This is an optimization exercise on Yosys and OpenROAD, whose aim is small area, a short achievable clock period and few clock cycles, not a production implementation.
At most, simulation tests tie the RTL to the original design; equivalence was not proved.
Power and IR drop assume default switching activity.

P:
==> flow/design.v (excerpt) <==
module microw_emitter (
    input  wire        clk,
    input  wire        rst,          
    input  wire        cmd_valid,
    output wire        cmd_ready,
    input  wire [31:0] cmd_data,
    output reg         rsp_valid,
    output reg  [31:0] rsp_data
);
For scale: ~3400 cells after synthesis, about 1100 flip-flops, ~48000 um^2 of cells after synthesis.
Settings: LEC_CHECK=0, CAP_MARGIN=20, CORE_MARGIN=2, CORE_UTILIZATION=40, CTS_CLUSTER_DIAMETER=100, CTS_CLUSTER_SIZE=24, SETUP_SLACK_MARGIN=5, SLEW_MARGIN=20, TNS_END_PERCENT=20; clock period 8.0 ns.
run.sh (not shown) runs the stock make flow with config.mk's settings and CLKGATE_MAP_FILE= SYNTH_SCRIPT=/design/flow/synth_recipe.tcl, a recipe that flattens the netlist after the stock synthesis.
Edits applied to the flow inputs when going from P to Q:
--- a/flow/design.v
+++ b/flow/design.v
@@ -114,21 +114,20 @@
     endgenerate
     wire hold    = q_update & ~p_ok;              
     wire ex      = q_v & ~busy & ~hold;
     wire illegal = ~(q_start | q_stop | q_restart | q_update | q_pushw | q_wmode |
                      q_popb | q_rdreg | q_peekw | q_peekb);
     wire sr_empty = (sr_cnt == 5'd0);
     wire sr_full  = (sr_cnt == 5'd31);
     wire br_empty = (br_cnt == 6'd0);
-    wire q_run      = q_v & ~busy;
-    wire start_go   = q_run & q_start & ~active;
-    wire restart_go = q_run & q_restart & started;
-    wire push_go    = q_run & q_pushw & active & ~sr_full;
-    wire popb_go    = q_run & q_popb & active & ~br_empty;
+    wire start_go   = ex & q_start & ~active;
+    wire restart_go = ex & q_restart & started;
+    wire push_go    = ex & q_pushw & active & ~sr_full;
+    wire popb_go    = ex & q_popb & active & ~br_empty;
     wire step       = busy | (ex & q_update & active & ~sr_empty);
     wire [3:0] r3   = sr_rd3[4:1];
     wire [3:0] r3p  = r3 + 4'd1;
     wire       peekw_rd = ~busy & q_peekw;
     wire [3:0] row_e = peekw_rd ? q_opnd[4:1] : (sr_rd3[0] ? r3p : r3);
     wire [3:0] row_o = peekw_rd ? q_opnd[4:1] : r3;
     wire [191:0] sr_ev, sr_od;
     generate
@@ -405,16 +404,17 @@
                           (popb_go ? add6(br_rdn, 3'd1) : br_rdn);
     always @(posedge clk) begin
         if (rst) begin
             ready_q   <= 1'b1;
             q_v       <= 1'b0;
             busy      <= 1'b0;
             p_ok      <= 1'b0;
             rsp_valid <= 1'b0;
+            rsp_data  <= 32'd0;
             sr_wr     <= 5'd0;
             sr_rd     <= 5'd0;
             sr_rd3    <= 5'd3;
             sr_cnt    <= 5'd0;
             sr_bits   <= 4'd0;
             br_wr     <= 6'd0;
             br_rd     <= 6'd0;
             br_rdn    <= 6'd1;
@@ -425,16 +425,17 @@
             active    <= 1'b0;
             started   <= 1'b0;
         end else begin
             q_v     <= q_v_n;
             ready_q <= ~q_v_n | (~busy_n & p_ok_n);
             busy    <= busy_n;
             p_ok    <= p_ok_n;
             rsp_valid <= (ex | busy) & ~busy_n;
+            rsp_data  <= {r_data, 3'b000, r_rdy, r_st};
             if (ex & q_stop) active <= 1'b0;
             if (start_go | restart_go) begin
                 sr_wr   <= 5'd0;
                 sr_rd   <= 5'd0;
                 sr_rd3  <= 5'd3;
                 sr_cnt  <= 5'd0;
                 sr_bits <= 4'd0;
                 br_rd   <= 6'd0;
@@ -494,18 +495,16 @@
         p_nw    <= nw;
         p_bssz  <= bssz;
         p_nbp   <= nbp;
         p_adv   <= adv;
         p_sn    <= s_n;
         p_snz   <= (s_n == 4'd0);
         p_last  <= last;
     end
-    always @(posedge clk)
-        rsp_data <= {r_data, 3'b000, r_rdy, r_st};
     always @(posedge clk) begin
         if (rst)
             q_bra <= 6'd1;
         else if (ready_q)
             q_bra <= d_peekb ? opnd[5:0] : br_rdn_n;
     end
     always @(posedge clk) begin
         if (ready_q) begin
[summary]
- In the flow results for Q and P, the final instance area is larger on P.
- Reported for Q and P, total congestion overflow after global routing turned out identical to the last digit.
- Diff P -> Q: first-iteration DRC count shrank by about 5%, total power grew by about 0.65%.
- Cell at the slowest stage of the critical path = sky130_fd_sc_hd__clkdlybuf4s50_1: Q; cell at the slowest stage of the critical path = sky130_fd_sc_hd__a2111oi_4: P
- Via count of the first global-routing pass sits lower in Q than in P.
- The clock-buffer cell count in Q sits 10 above the value recorded for P.
- Endpoint of the worst setup timing path = rsp_data[19]: Q; endpoint of the worst setup timing path = g_br[48].m[4]$_DFFE_PP_: P
- Kind of critical path: reg -> reg -> P, reg -> out -> Q
- Q vs. P: post-synthesis register bit count comparable, register area comparable.
- Area after synthesis of Q is on par with P.
Testbench counts of Q, summed over its fixed seeds: cycles 34,663.
The RTL of P was laid out without a check of its function.


RTL: one of the versions met above, not the one the previous note started from.
Size in the first run: about 3200 cells after synthesis, ~69 I/O pins.
==> flow/config.mk <==
export PLATFORM = sky130hd
export DESIGN_NAME = microw_emitter
export DESIGN_NICKNAME = microw_emitter
export VERILOG_FILES = /design/flow/design.v
export SDC_FILE = /design/flow/constraint.sdc
export NUM_CORES = 4
export LEC_CHECK = 0
export CAP_MARGIN = 20
export CORE_MARGIN = 2
export CORE_UTILIZATION = 40
export CTS_CLUSTER_DIAMETER = 100
export CTS_CLUSTER_SIZE = 24
export SETUP_SLACK_MARGIN = 5
export SLEW_MARGIN = 20
export TNS_END_PERCENT = 10
==> flow/constraint.sdc <==
create_clock -name core_clock -period 8.0 [get_ports {clk}]
set_input_delay 1.6000 -clock core_clock [delete_from_list [all_inputs] [get_ports {clk}]]
set_output_delay 1.6000 -clock core_clock [all_outputs]
set_load 0.01 [all_outputs]
Testbench counts at the start, summed over its fixed seeds: cycles 34,663.
Then changed:
--- a/flow/design.v
+++ b/flow/design.v
@@ -405,15 +405,14 @@
     always @(posedge clk) begin
         if (rst) begin
             ready_q   <= 1'b1;
             q_v       <= 1'b0;
             busy      <= 1'b0;
             p_ok      <= 1'b0;
             rsp_valid <= 1'b0;
-            rsp_data  <= 32'd0;
             sr_wr     <= 5'd0;
             sr_rd     <= 5'd0;
             sr_rd3    <= 5'd3;
             sr_cnt    <= 5'd0;
             sr_bits   <= 4'd0;
             br_wr     <= 6'd0;
             br_rd     <= 6'd0;
@@ -426,15 +425,14 @@
             started   <= 1'b0;
         end else begin
             q_v     <= q_v_n;
             ready_q <= ~q_v_n | (~busy_n & p_ok_n);
             busy    <= busy_n;
             p_ok    <= p_ok_n;
             rsp_valid <= (ex | busy) & ~busy_n;
-            rsp_data  <= {r_data, 3'b000, r_rdy, r_st};
             if (ex & q_stop) active <= 1'b0;
             if (start_go | restart_go) begin
                 sr_wr   <= 5'd0;
                 sr_rd   <= 5'd0;
                 sr_rd3  <= 5'd3;
                 sr_cnt  <= 5'd0;
                 sr_bits <= 4'd0;
@@ -496,14 +494,16 @@
         p_bssz  <= bssz;
         p_nbp   <= nbp;
         p_adv   <= adv;
         p_sn    <= s_n;
         p_snz   <= (s_n == 4'd0);
         p_last  <= last;
     end
+    always @(posedge clk)
+        rsp_data <= {r_data, 3'b000, r_rdy, r_st};
     always @(posedge clk) begin
         if (rst)
             q_bra <= 6'd1;
         else if (ready_q)
             q_bra <= d_peekb ? opnd[5:0] : br_rdn_n;
     end
     always @(posedge clk) begin
The changed run finished with timing, DRC and antenna clean.
Wire length came out lower by 1.1%.
Hold slack got worse by 0.011 ns.
Core utilization came out higher by 0.39 points.
Synthesized area came out lower by 0.91%.
Flip-flop and latch count does not change.
Design area came out lower by 0.35%.
Non-clock buffer count is unchanged.
Count of clock-buffer cells in the layout came out lower by 15.
Power stays flat.
Combinational power stays flat.
Cell count came out lower by 1.3%.
Sequential power hardly moves.
Function not checked in the second run of this note: the RTL went through the layout flow alone.

==> static timing again, ports no longer ideal <==
In the flow no input, the clock included, has a driving cell. The finished layouts below were timed again as built, in two steps. Step 1, drivers: a clkbuf_16 drives clk and a buf_2 each remaining input, both assumed. Step 2, shift: input delay + t, output delay - t, t = (earliest + latest rising clock arrival at the registers) / 2. This alone moves slack from input paths to output paths. a / b / c = ideal / step 1 / step 2; a / b = the first two.
run | t, ns | slack for setup (ns) | worst register clock-pin slew, ns
P | 0.753 | 4.666 / 4.646 / 4.068 | 0.11 / 0.11
Q | 0.754 | 4.768 / 4.697 / 4.260 | 0.11 / 0.11
the first run of note 2 | 0.733 | 4.708 / 4.641 / 4.164 | 0.11 / 0.11
the second run of note 2 | 0.762 | 4.686 / 4.685 / 4.178 | 0.11 / 0.11
After both steps every run listed still meets setup and hold. The setup slack of P, which loses most, moves by -0.020 ns with the drivers and by -0.598 ns with both steps.
